This design comes from an exercise in tuning for a short achievable clock period and few clock cycles per item on the open sky130 flow, not from production work.
Where RTL was checked, it was by simulation tests only, not by an equivalence proof against the original.

==> inputs of run C <==
==> flow/design.v <==
module most_rbc (
    input  wire        clk,
    input  wire        rst,
    input  wire        req_valid,
    input  wire        req_op,             
    input  wire [1:0]  req_half,           
    input  wire [31:0] req_frames,         
    input  wire [31:0] req_ring_frames,    
    input  wire [31:0] req_period_frames,  
    input  wire [7:0]  req_width,          
    input  wire        req_endian,         
    input  wire [15:0] req_channels,       
    output reg         rsp_valid,
    output reg         rsp_err,
    output reg         rsp_pe,
    output reg  [31:0] rsp_bufpos,
    output reg  [31:0] rsp_perpos,
    output wire [1:0]  ring_half,
    output wire        ring_rd_en,
    output wire [31:0] ring_rd_addr,
    input  wire [7:0]  ring_rd_data,
    output wire        ring_wr_en,
    output wire [31:0] ring_wr_addr,
    output wire [7:0]  ring_wr_data,
    output wire        unit_rd_en,
    output wire [31:0] unit_rd_addr,
    input  wire [7:0]  unit_rd_data,
    output wire        unit_wr_en,
    output wire [31:0] unit_wr_addr,
    output wire [7:0]  unit_wr_data
);
    reg        h_ok    [0:3];    
    reg [31:0] h_rf    [0:3];    
    reg [31:0] h_pf    [0:3];    
    reg [31:0] h_rfm2  [0:3];    
    reg [31:0] h_pfm2  [0:3];    
    reg        h_rf1   [0:3];    
    reg        h_pf1   [0:3];    
    reg [17:0] h_fbm1  [0:3];    
    reg        h_fb1   [0:3];    
    reg [1:0]  h_glast [0:3];    
    reg [31:0] h_bp    [0:3];    
    reg [31:0] h_pp    [0:3];    
    reg [31:0] h_bpb   [0:3];    
    reg        h_bpl   [0:3];    
    reg        h_ppl   [0:3];    
    reg        busy;
    reg        q_valid;
    reg        q_op;
    reg [1:0]  q_half;
    reg [31:0] q_n;
    reg [31:0] q_rf;
    reg [31:0] q_pf;
    reg [7:0]  q_width;
    reg        q_endian;
    reg [15:0] q_ch;
    reg        p_valid;
    reg [1:0]  p_half;
    reg        p_ok;
    reg [1:0]  p_glast;
    reg [17:0] p_fb;
    reg [31:0] p_rf, p_pf, p_rfm2, p_pfm2;
    reg        p_rf1, p_pf1;
    reg        active;       
    reg        dir_tx;
    reg [1:0]  c_half;
    reg [31:0] ra;           
    reg [31:0] ua;           
    reg [17:0] bcnt;         
    reg        frame_last;   
    reg [31:0] bp;           
    reg        bp_last;      
    reg [31:0] pp;           
    reg        pp_last;      
    reg        pe_acc;       
    reg [31:0] fl;           
    reg        fl_last;      
    reg [1:0]  k;            
    reg [2:0]  off;          
    reg [31:0] c_rfm2, c_pfm2;
    reg        c_rf1, c_pf1;
    reg [17:0] c_fbm1;
    reg        c_fb1;
    reg [1:0]  c_glast;
    reg        s1_valid, s1_last;
    reg [31:0] s1_addr;
    reg        s2_last;
    reg        ring_rd_en_q, unit_rd_en_q;
    reg        ring_wr_en_q, unit_wr_en_q;
    reg [31:0] wa;
    reg [7:0]  ring_data_q, unit_data_q;
    assign ring_half    = c_half;
    assign ring_rd_en   = ring_rd_en_q;
    assign ring_rd_addr = ra;
    assign unit_rd_en   = unit_rd_en_q;
    assign unit_rd_addr = ua;
    assign ring_wr_en   = ring_wr_en_q;
    assign ring_wr_addr = wa;
    assign ring_wr_data = unit_data_q;
    assign unit_wr_en   = unit_wr_en_q;
    assign unit_wr_addr = wa;
    assign unit_wr_data = ring_data_q;
    reg        prep_ok;
    reg [1:0]  prep_glast;
    reg [17:0] prep_fb;
    always @(*) begin
        prep_ok    = 1'b1;
        prep_glast = 2'd0;
        prep_fb    = {2'd0, q_ch};
        case (q_width)
            8'd8:  begin prep_glast = 2'd0; prep_fb = {2'd0, q_ch}; end
            8'd16: begin prep_glast = 2'd1; prep_fb = {1'b0, q_ch, 1'b0}; end
            8'd24: begin prep_glast = 2'd2; prep_fb = {1'b0, q_ch, 1'b0} + {2'd0, q_ch}; end
            8'd32: begin prep_glast = 2'd3; prep_fb = {q_ch, 2'b00}; end
            default: prep_ok = 1'b0;
        endcase
        if (q_endian)
            prep_glast = 2'd0;
        if (q_ch == 16'd0 || q_rf == 32'd0 || q_pf == 32'd0)
            prep_ok = 1'b0;
    end
    wire [3:0] gt_rf, gt_pf;
    genvar gi;
    generate
        for (gi = 0; gi < 4; gi = gi + 1) begin : g_cmp
            assign gt_rf[gi] = q_n > h_rf[gi];
            assign gt_pf[gi] = q_n > h_pf[gi];
        end
    endgenerate
    wire copy_refused = !h_ok[q_half] || gt_rf[q_half] || gt_pf[q_half];
    wire copy_zero    = q_n == 32'd0;
    wire byte_last = frame_last && fl_last;
    integer i;
    always @(posedge clk) begin
        if (rst) begin
            busy         <= 1'b0;
            q_valid      <= 1'b0;
            p_valid      <= 1'b0;
            active       <= 1'b0;
            s1_valid     <= 1'b0;
            s1_last      <= 1'b0;
            s2_last      <= 1'b0;
            ring_rd_en_q <= 1'b0;
            unit_rd_en_q <= 1'b0;
            ring_wr_en_q <= 1'b0;
            unit_wr_en_q <= 1'b0;
            rsp_valid    <= 1'b0;
            for (i = 0; i < 4; i = i + 1) begin
                h_ok[i] <= 1'b0;
                h_bp[i] <= 32'd0;
                h_pp[i] <= 32'd0;
            end
        end else begin
            rsp_valid <= 1'b0;
            q_valid   <= req_valid && !busy;
            if (req_valid && !busy)
                busy <= 1'b1;
            p_valid <= q_valid && !q_op;
            if (q_valid && q_op) begin
                if (copy_refused || copy_zero) begin
                    rsp_valid <= 1'b1;
                    busy      <= 1'b0;
                end else begin
                    active       <= 1'b1;
                    ring_rd_en_q <= q_half[0];
                    unit_rd_en_q <= !q_half[0];
                end
            end
            if (p_valid) begin
                h_ok[p_half]    <= p_ok;
                h_bp[p_half]    <= 32'd0;
                h_pp[p_half]    <= 32'd0;
                rsp_valid       <= 1'b1;
                busy            <= 1'b0;
            end
            if (active && byte_last) begin
                active       <= 1'b0;
                ring_rd_en_q <= 1'b0;
                unit_rd_en_q <= 1'b0;
            end
            s1_valid     <= active;
            s1_last      <= active && byte_last;
            ring_wr_en_q <= s1_valid && !dir_tx;
            unit_wr_en_q <= s1_valid && dir_tx;
            s2_last      <= s1_last;
            if (s1_last) begin
                h_bp[c_half] <= bp;
                h_pp[c_half] <= pp;
            end
            if (s2_last) begin
                rsp_valid <= 1'b1;
                busy      <= 1'b0;
            end
        end
    end
    always @(posedge clk) begin
        q_op     <= req_op;
        q_half   <= req_half;
        q_n      <= req_frames;
        q_rf     <= req_ring_frames;
        q_pf     <= req_period_frames;
        q_width  <= req_width;
        q_endian <= req_endian;
        q_ch     <= req_channels;
        p_half  <= q_half;
        p_ok    <= prep_ok;
        p_glast <= prep_glast;
        p_fb    <= prep_fb;
        p_rf    <= q_rf;
        p_pf    <= q_pf;
        p_rfm2  <= q_rf - 32'd2;
        p_pfm2  <= q_pf - 32'd2;
        p_rf1   <= q_rf == 32'd1;
        p_pf1   <= q_pf == 32'd1;
        if (p_valid) begin
            h_rf[p_half]    <= p_rf;
            h_pf[p_half]    <= p_pf;
            h_rfm2[p_half]  <= p_rfm2;
            h_pfm2[p_half]  <= p_pfm2;
            h_rf1[p_half]   <= p_rf1;
            h_pf1[p_half]   <= p_pf1;
            h_fbm1[p_half]  <= p_fb - 18'd1;
            h_fb1[p_half]   <= p_fb == 18'd1;
            h_glast[p_half] <= p_glast;
            h_bpb[p_half]   <= 32'd0;
            h_bpl[p_half]   <= p_rf1;
            h_ppl[p_half]   <= p_pf1;
        end
        if (s1_last) begin
            h_bpb[c_half] <= ra;
            h_bpl[c_half] <= bp_last;
            h_ppl[c_half] <= pp_last;
        end
        if (q_valid && q_op) begin
            rsp_err    <= copy_refused;
            rsp_pe     <= 1'b0;
            rsp_bufpos <= h_bp[q_half];
            rsp_perpos <= h_pp[q_half];
        end
        if (p_valid) begin
            rsp_err    <= !p_ok;
            rsp_pe     <= 1'b0;
            rsp_bufpos <= 32'd0;
            rsp_perpos <= 32'd0;
        end
        if (s2_last) begin
            rsp_err    <= 1'b0;
            rsp_pe     <= pe_acc;
            rsp_bufpos <= bp;
            rsp_perpos <= pp;
        end
        if (q_valid) begin
            dir_tx     <= q_half[0];
            c_half     <= q_half;
            ra         <= h_bpb[q_half];
            ua         <= 32'd0;
            bcnt       <= h_fbm1[q_half];
            frame_last <= h_fb1[q_half];
            bp         <= h_bp[q_half];
            bp_last    <= h_bpl[q_half];
            pp         <= h_pp[q_half];
            pp_last    <= h_ppl[q_half];
            pe_acc     <= 1'b0;
            fl         <= q_n;
            fl_last    <= q_n == 32'd1;
            k          <= 2'd0;
            off        <= {1'b0, h_glast[q_half]};
            c_rfm2     <= h_rfm2[q_half];
            c_pfm2     <= h_pfm2[q_half];
            c_rf1      <= h_rf1[q_half];
            c_pf1      <= h_pf1[q_half];
            c_fbm1     <= h_fbm1[q_half];
            c_fb1      <= h_fb1[q_half];
            c_glast    <= h_glast[q_half];
        end else if (active) begin
            ua <= ua + 32'd1;
            ra <= (frame_last && bp_last) ? 32'd0 : ra + 32'd1;
            if (k == c_glast) begin
                k   <= 2'd0;
                off <= {1'b0, c_glast};
            end else begin
                k   <= k + 2'd1;
                off <= off - 3'd2;
            end
            if (frame_last) begin
                bcnt       <= c_fbm1;
                frame_last <= c_fb1;
                bp         <= bp_last ? 32'd0 : bp + 32'd1;
                bp_last    <= bp_last ? c_rf1 : (bp == c_rfm2);
                pp         <= pp_last ? 32'd0 : pp + 32'd1;
                pp_last    <= pp_last ? c_pf1 : (pp == c_pfm2);
                if (pp_last)
                    pe_acc <= 1'b1;
                fl         <= fl - 32'd1;
                fl_last    <= fl == 32'd2;
            end else begin
                bcnt       <= bcnt - 18'd1;
                frame_last <= bcnt == 18'd1;
            end
        end
        s1_addr     <= (dir_tx ? ua : ra) + {{29{off[2]}}, off};
        wa          <= s1_addr;
        ring_data_q <= ring_rd_data;
        unit_data_q <= unit_rd_data;
    end
endmodule
==> flow/run.sh <==
#!/bin/bash
# synth_recipe.tcl (not shown) runs the flow's synth.tcl, then flattens the netlist and writes it again
# the make line also repeats each setting of config.mk as NAME=value (left out here)
make -C /OpenROAD-flow-scripts/flow DESIGN_CONFIG=/design/flow/config.mk WORK_HOME=/design/flow/orfs CLKGATE_MAP_FILE= SYNTH_SCRIPT=/design/flow/synth_recipe.tcl finish
==> flow/config.mk <==
export PLATFORM = sky130hd
export DESIGN_NAME = most_rbc
export DESIGN_NICKNAME = most_rbc
export VERILOG_FILES = /design/flow/design.v
export SDC_FILE = /design/flow/constraint.sdc
export NUM_CORES = 4
export LEC_CHECK = 0
export CAP_MARGIN = 20
export CORE_MARGIN = 2
export CORE_UTILIZATION = 40
export SLEW_MARGIN = 20
==> flow/constraint.sdc <==
create_clock -name core_clock -period 10.0 [get_ports {clk}]
set_input_delay 2.0000 -clock core_clock [delete_from_list [all_inputs] [get_ports {clk}]]
set_output_delay 2.0000 -clock core_clock [all_outputs]
set_load 0.01 [all_outputs]
==> run M: changes against run C <==
==> flow/design.v, changed modules only <==
module most_rbc (
    input  wire        clk,
    input  wire        rst,
    input  wire        req_valid,
    input  wire        req_op,             
    input  wire [1:0]  req_half,           
    input  wire [31:0] req_frames,         
    input  wire [31:0] req_ring_frames,    
    input  wire [31:0] req_period_frames,  
    input  wire [7:0]  req_width,          
    input  wire        req_endian,         
    input  wire [15:0] req_channels,       
    output reg         rsp_valid,
    output reg         rsp_err,
    output reg         rsp_pe,
    output reg  [31:0] rsp_bufpos,
    output reg  [31:0] rsp_perpos,
    output wire [1:0]  ring_half,
    output wire        ring_rd_en,
    output wire [31:0] ring_rd_addr,
    input  wire [7:0]  ring_rd_data,
    output wire        ring_wr_en,
    output wire [31:0] ring_wr_addr,
    output wire [7:0]  ring_wr_data,
    output wire        unit_rd_en,
    output wire [31:0] unit_rd_addr,
    input  wire [7:0]  unit_rd_data,
    output wire        unit_wr_en,
    output wire [31:0] unit_wr_addr,
    output wire [7:0]  unit_wr_data
);
    reg        h_ok    [0:3];    
    reg [31:0] h_rf    [0:3];    
    reg [31:0] h_pf    [0:3];    
    reg [17:0] h_fbm1  [0:3];    
    reg [1:0]  h_glast [0:3];    
    reg [31:0] h_bp    [0:3];    
    reg [31:0] h_pp    [0:3];    
    reg [31:0] h_bpb   [0:3];    
    reg        h_bpl   [0:3];    
    reg        h_ppl   [0:3];    
    reg        rst_q;
    reg        busy;
    reg        q_valid;
    reg        q_op;
    reg [1:0]  q_half;
    reg [31:0] q_n;
    reg [31:0] q_rf;
    reg [31:0] q_pf;
    reg [7:0]  q_width;
    reg        q_endian;
    reg [15:0] q_ch;
    reg        active;       
    reg        dir_tx;
    reg [1:0]  c_half;
    reg [1:0]  rhalf;        
    reg [31:0] ra;           
    reg [31:0] ua;           
    reg [17:0] bcnt;         
    reg        frame_last;   
    reg [31:0] bp;           
    reg        bp_last;      
    reg [31:0] pp;           
    reg        pp_last;      
    reg        pe_acc;       
    reg [31:0] fl;           
    reg        fl_last;      
    reg [1:0]  k;            
    reg [2:0]  off;          
    reg [31:0] c_rfm2, c_pfm2;
    reg        c_rf1, c_pf1;
    reg [17:0] c_fbm1;
    reg        c_fb1;
    reg [1:0]  c_glast;
    reg        s1_valid, s1_last;
    reg [31:0] s1_addr;
    reg        s2_last;
    reg        ring_rd_en_q, unit_rd_en_q;
    reg        ring_wr_en_q, unit_wr_en_q;
    reg [31:0] wa;
    reg [7:0]  ring_data_q, unit_data_q;
    assign ring_half    = rhalf;
    assign ring_rd_en   = ring_rd_en_q;
    assign ring_rd_addr = ra;
    assign unit_rd_en   = unit_rd_en_q;
    assign unit_rd_addr = ua;
    assign ring_wr_en   = ring_wr_en_q;
    assign ring_wr_addr = wa;
    assign ring_wr_data = unit_data_q;
    assign unit_wr_en   = unit_wr_en_q;
    assign unit_wr_addr = wa;
    assign unit_wr_data = ring_data_q;
    wire [15:0] ch_m1 = q_ch - 16'd1;
    reg        prep_ok;
    reg [1:0]  prep_glast;
    reg [17:0] prep_fbm1;    
    always @(*) begin
        prep_ok    = 1'b1;
        prep_glast = 2'd0;
        prep_fbm1  = {2'd0, ch_m1};
        case (q_width)
            8'd8:  begin prep_glast = 2'd0; prep_fbm1 = {2'd0, ch_m1}; end
            8'd16: begin prep_glast = 2'd1; prep_fbm1 = {1'b0, ch_m1, 1'b1}; end
            8'd24: begin prep_glast = 2'd2; prep_fbm1 = {1'b0, q_ch, 1'b0} + {2'd0, ch_m1}; end
            8'd32: begin prep_glast = 2'd3; prep_fbm1 = {ch_m1, 2'b11}; end
            default: prep_ok = 1'b0;
        endcase
        if (q_endian)
            prep_glast = 2'd0;
        if (q_ch == 16'd0 || q_rf == 32'd0 || q_pf == 32'd0)
            prep_ok = 1'b0;
    end
    wire [3:0] gt_rf, gt_pf;
    genvar gi;
    generate
        for (gi = 0; gi < 4; gi = gi + 1) begin : g_cmp
            assign gt_rf[gi] = q_n > h_rf[gi];
            assign gt_pf[gi] = q_n > h_pf[gi];
        end
    endgenerate
    wire copy_refused = !h_ok[q_half] || gt_rf[q_half] || gt_pf[q_half];
    wire copy_zero    = q_n == 32'd0;
    wire copy_go      = q_valid && q_op && !copy_refused && !copy_zero;
    wire prep_go      = q_valid && !q_op;
    wire byte_last = frame_last && fl_last;
    always @(posedge clk) begin
        if (rst) begin
            busy         <= 1'b0;
            q_valid      <= 1'b0;
            active       <= 1'b0;
            s1_valid     <= 1'b0;
            s1_last      <= 1'b0;
            s2_last      <= 1'b0;
            ring_rd_en_q <= 1'b0;
            unit_rd_en_q <= 1'b0;
            ring_wr_en_q <= 1'b0;
            unit_wr_en_q <= 1'b0;
            rsp_valid    <= 1'b0;
        end else begin
            q_valid   <= req_valid && !busy;
            if (req_valid && !busy)
                busy <= 1'b1;
            if ((q_valid && !copy_go) || s2_last)
                busy <= 1'b0;
            rsp_valid <= (q_valid && !copy_go) || s2_last;
            if (copy_go) begin
                active       <= 1'b1;
                ring_rd_en_q <= q_half[0];
                unit_rd_en_q <= !q_half[0];
            end else if (active && byte_last) begin
                active       <= 1'b0;
                ring_rd_en_q <= 1'b0;
                unit_rd_en_q <= 1'b0;
            end
            s1_valid     <= active;
            s1_last      <= active && byte_last;
            ring_wr_en_q <= s1_valid && !dir_tx;
            unit_wr_en_q <= s1_valid && dir_tx;
            s2_last      <= s1_last;
        end
    end
    integer i;
    always @(posedge clk) begin
        rst_q <= rst;
        if (rst_q) begin
            for (i = 0; i < 4; i = i + 1) begin
                h_ok[i] <= 1'b0;
                h_bp[i] <= 32'd0;
                h_pp[i] <= 32'd0;
            end
        end else begin
            if (prep_go) begin
                h_ok[q_half] <= prep_ok;
                h_bp[q_half] <= 32'd0;
                h_pp[q_half] <= 32'd0;
            end
            if (s1_last) begin
                h_bp[c_half] <= bp;
                h_pp[c_half] <= pp;
            end
        end
    end
    always @(posedge clk) begin
        q_op     <= req_op;
        q_half   <= req_half;
        q_n      <= req_frames;
        q_rf     <= req_ring_frames;
        q_pf     <= req_period_frames;
        q_width  <= req_width;
        q_endian <= req_endian;
        q_ch     <= req_channels;
        if (prep_go) begin
            h_rf[q_half]    <= q_rf;
            h_pf[q_half]    <= q_pf;
            h_fbm1[q_half]  <= prep_fbm1;
            h_glast[q_half] <= prep_glast;
            h_bpb[q_half]   <= 32'd0;
            h_bpl[q_half]   <= q_rf == 32'd1;
            h_ppl[q_half]   <= q_pf == 32'd1;
        end
        if (s1_last) begin
            h_bpb[c_half] <= ra;
            h_bpl[c_half] <= bp_last;
            h_ppl[c_half] <= pp_last;
        end
        if (q_valid) begin
            rsp_err    <= q_op ? copy_refused : !prep_ok;
            rsp_pe     <= 1'b0;
            rsp_bufpos <= q_op ? h_bp[q_half] : 32'd0;
            rsp_perpos <= q_op ? h_pp[q_half] : 32'd0;
        end
        if (s2_last) begin
            rsp_err    <= 1'b0;
            rsp_pe     <= pe_acc;
            rsp_bufpos <= bp;
            rsp_perpos <= pp;
        end
        if (q_valid && q_op)
            rhalf <= q_half;
        if (q_valid) begin
            dir_tx     <= q_half[0];
            c_half     <= q_half;
            ra         <= h_bpb[q_half];
            ua         <= 32'd0;
            bcnt       <= h_fbm1[q_half];
            frame_last <= h_fbm1[q_half] == 18'd0;
            bp         <= h_bp[q_half];
            bp_last    <= h_bpl[q_half];
            pp         <= h_pp[q_half];
            pp_last    <= h_ppl[q_half];
            pe_acc     <= 1'b0;
            fl         <= q_n;
            fl_last    <= q_n == 32'd1;
            k          <= 2'd0;
            off        <= {1'b0, h_glast[q_half]};
            c_rfm2     <= h_rf[q_half] - 32'd2;
            c_pfm2     <= h_pf[q_half] - 32'd2;
            c_rf1      <= h_rf[q_half] == 32'd1;
            c_pf1      <= h_pf[q_half] == 32'd1;
            c_fbm1     <= h_fbm1[q_half];
            c_fb1      <= h_fbm1[q_half] == 18'd0;
            c_glast    <= h_glast[q_half];
        end else if (active) begin
            ua <= ua + 32'd1;
            ra <= (frame_last && bp_last) ? 32'd0 : ra + 32'd1;
            if (k == c_glast) begin
                k   <= 2'd0;
                off <= {1'b0, c_glast};
            end else begin
                k   <= k + 2'd1;
                off <= off - 3'd2;
            end
            if (frame_last) begin
                bcnt       <= c_fbm1;
                frame_last <= c_fb1;
                bp         <= bp_last ? 32'd0 : bp + 32'd1;
                bp_last    <= bp_last ? c_rf1 : (bp == c_rfm2);
                pp         <= pp_last ? 32'd0 : pp + 32'd1;
                pp_last    <= pp_last ? c_pf1 : (pp == c_pfm2);
                if (pp_last)
                    pe_acc <= 1'b1;
                fl         <= fl - 32'd1;
                fl_last    <= fl == 32'd2;
            end else begin
                bcnt       <= bcnt - 18'd1;
                frame_last <= bcnt == 18'd1;
            end
        end
        s1_addr     <= (dir_tx ? ua : ra) + {{29{off[2]}}, off};
        wa          <= s1_addr;
        ring_data_q <= ring_rd_data;
        unit_data_q <= unit_rd_data;
    end
endmodule
==> flow/flow/run.sh (new file) <==
#!/bin/bash
# Standard layout with three changes to how it is made (SDC unchanged):
# timing repair keeps a setup margin beyond the design's, cell sizing may
# change a cell's footprint, and ports are buffered with buf_4 cells.
# Full make output goes to standard.log here.
set -uo pipefail
bash standard.sh SETUP_SLACK_MARGIN=7.0 MATCH_CELL_FOOTPRINT=0 \
  "BUFFER_PORTS_ARGS=-buffer_cell sky130_fd_sc_hd__buf_4" finish > standard.log 2>&1
==> flow/standard.sh (new file) <==
#!/bin/bash
# synth_recipe.tcl (not shown) runs the flow's synth.tcl, then flattens the netlist and writes it again
# the make line also repeats each setting of config.mk as NAME=value (left out here)
make -C /OpenROAD-flow-scripts/flow DESIGN_CONFIG=/design/flow/config.mk WORK_HOME=/design/flow/orfs CLKGATE_MAP_FILE= SYNTH_SCRIPT=/design/flow/synth_recipe.tcl "${@:-finish}"
Settings changed: CORE_UTILIZATION 40 to 55, GPL_TIMING_DRIVEN set to 0.
removed: flow/run.sh
==> results.json <==
{
  "run_status": "complete, no violations",
  "grt_pass1_wl_mm": 265,
  "multi_input_area_share_pct": 27.3,
  "ys_seq_area_share_pct": 65.0,
  "start_util_pct": 40.1,
  "wl_met1_mm": 80.0,
  "power_leakage_nw": 31.0,
  "slowest_stage": "clkdlybuf4s50_1",
  "clockPowerShare_pct": 42.9,
  "yosys-top-cells-area": "edfxtp_1 (54%), dfxtp_1 (11%), mux4_2 (5.8%)",
  "critical_path_class": "reg2out",
  "synth-adder-area-share_pct": 5.64,
  "multi_input_comb_area_um2": 23100,
  "hpwl_mm": 117,
  "ys_ff_latch": 1702,
  "p_seq_mw": 8.08,
  "syn_avg_cell_area_um2": 14.0,
  "place_area_um2": 78400,
  "setup_ws_ns": 5.48,
  "grtUsageTotal_pct": 18.9
}
Source of the figures above: run C

==> results.json <==
{
  "run_status": "complete, no violations",
  "wl_met1_mm": 75.8,
  "hpwl_mm": 120,
  "place_area_um2": 67100,
  "power_leakage_nw": 30.1,
  "ys_seq_area_share_pct": 59.1,
  "start_util_pct": 55.5,
  "critical_path_class": "reg2reg",
  "grt_pass1_wl_mm": 262,
  "setup_ws_ns": 6.37,
  "grtUsageTotal_pct": 30.8,
  "multi_input_area_share_pct": 31.7,
  "synth-adder-area-share_pct": 6.37,
  "r2r-end": "s1_addr[30]$_DFF_P_",
  "multi_input_comb_area_um2": 24500,
  "endpoint_kind": "flip-flop",
  "p_seq_mw": 6.19,
  "yosys-top-cells-area": "edfxtp_1 (51%), dfxtp_1 (8.2%), mux4_2 (6.7%)",
  "slowest_stage": "edfxtp_1",
  "clockPowerShare_pct": 40.9
}
Source of the figures above: run M

Testbench counts of run C, summed over its fixed seeds: cycles 1,583,080, bytes 1,567,162.
The RTL of run M was laid out without a check of its function.

afterwards: timing with drivers on the ports:
The results above use ideal ports. As a check the final layouts listed here were re-extracted and re-timed, cells and wires unchanged. Step 1 sets driving cells, clkbuf_16 on the clock port and buf_2 on the other inputs (assumed; they add their load-dependent delay and slew). Step 2 adds t to the input delays and takes it off the output delays; t is the mean of the earliest and latest rising clock arrival at the registers after step 1. Input paths then give back, and output paths get back, about the clock's delay inside the block. a / b / c = ideal / step 1 / step 2; a / b = the first two.
run | t (ns) | setup WS [ns] | worst setup path after step 2 | slew at the worst register clock pin (ns) | pins driven straight from the clock port
run C | 0.882 | 5.480 / 5.400 / 4.878 | input to register | 0.06 / 0.06 | 1
run M | 0.827 | 6.368 / 6.368 / 6.368 | register to register | 0.06 / 0.06 | 1
After both steps every run listed still meets setup and hold. The setup slack of run C, which loses most, moves by -0.080 ns with the drivers and by -0.602 ns with both steps.
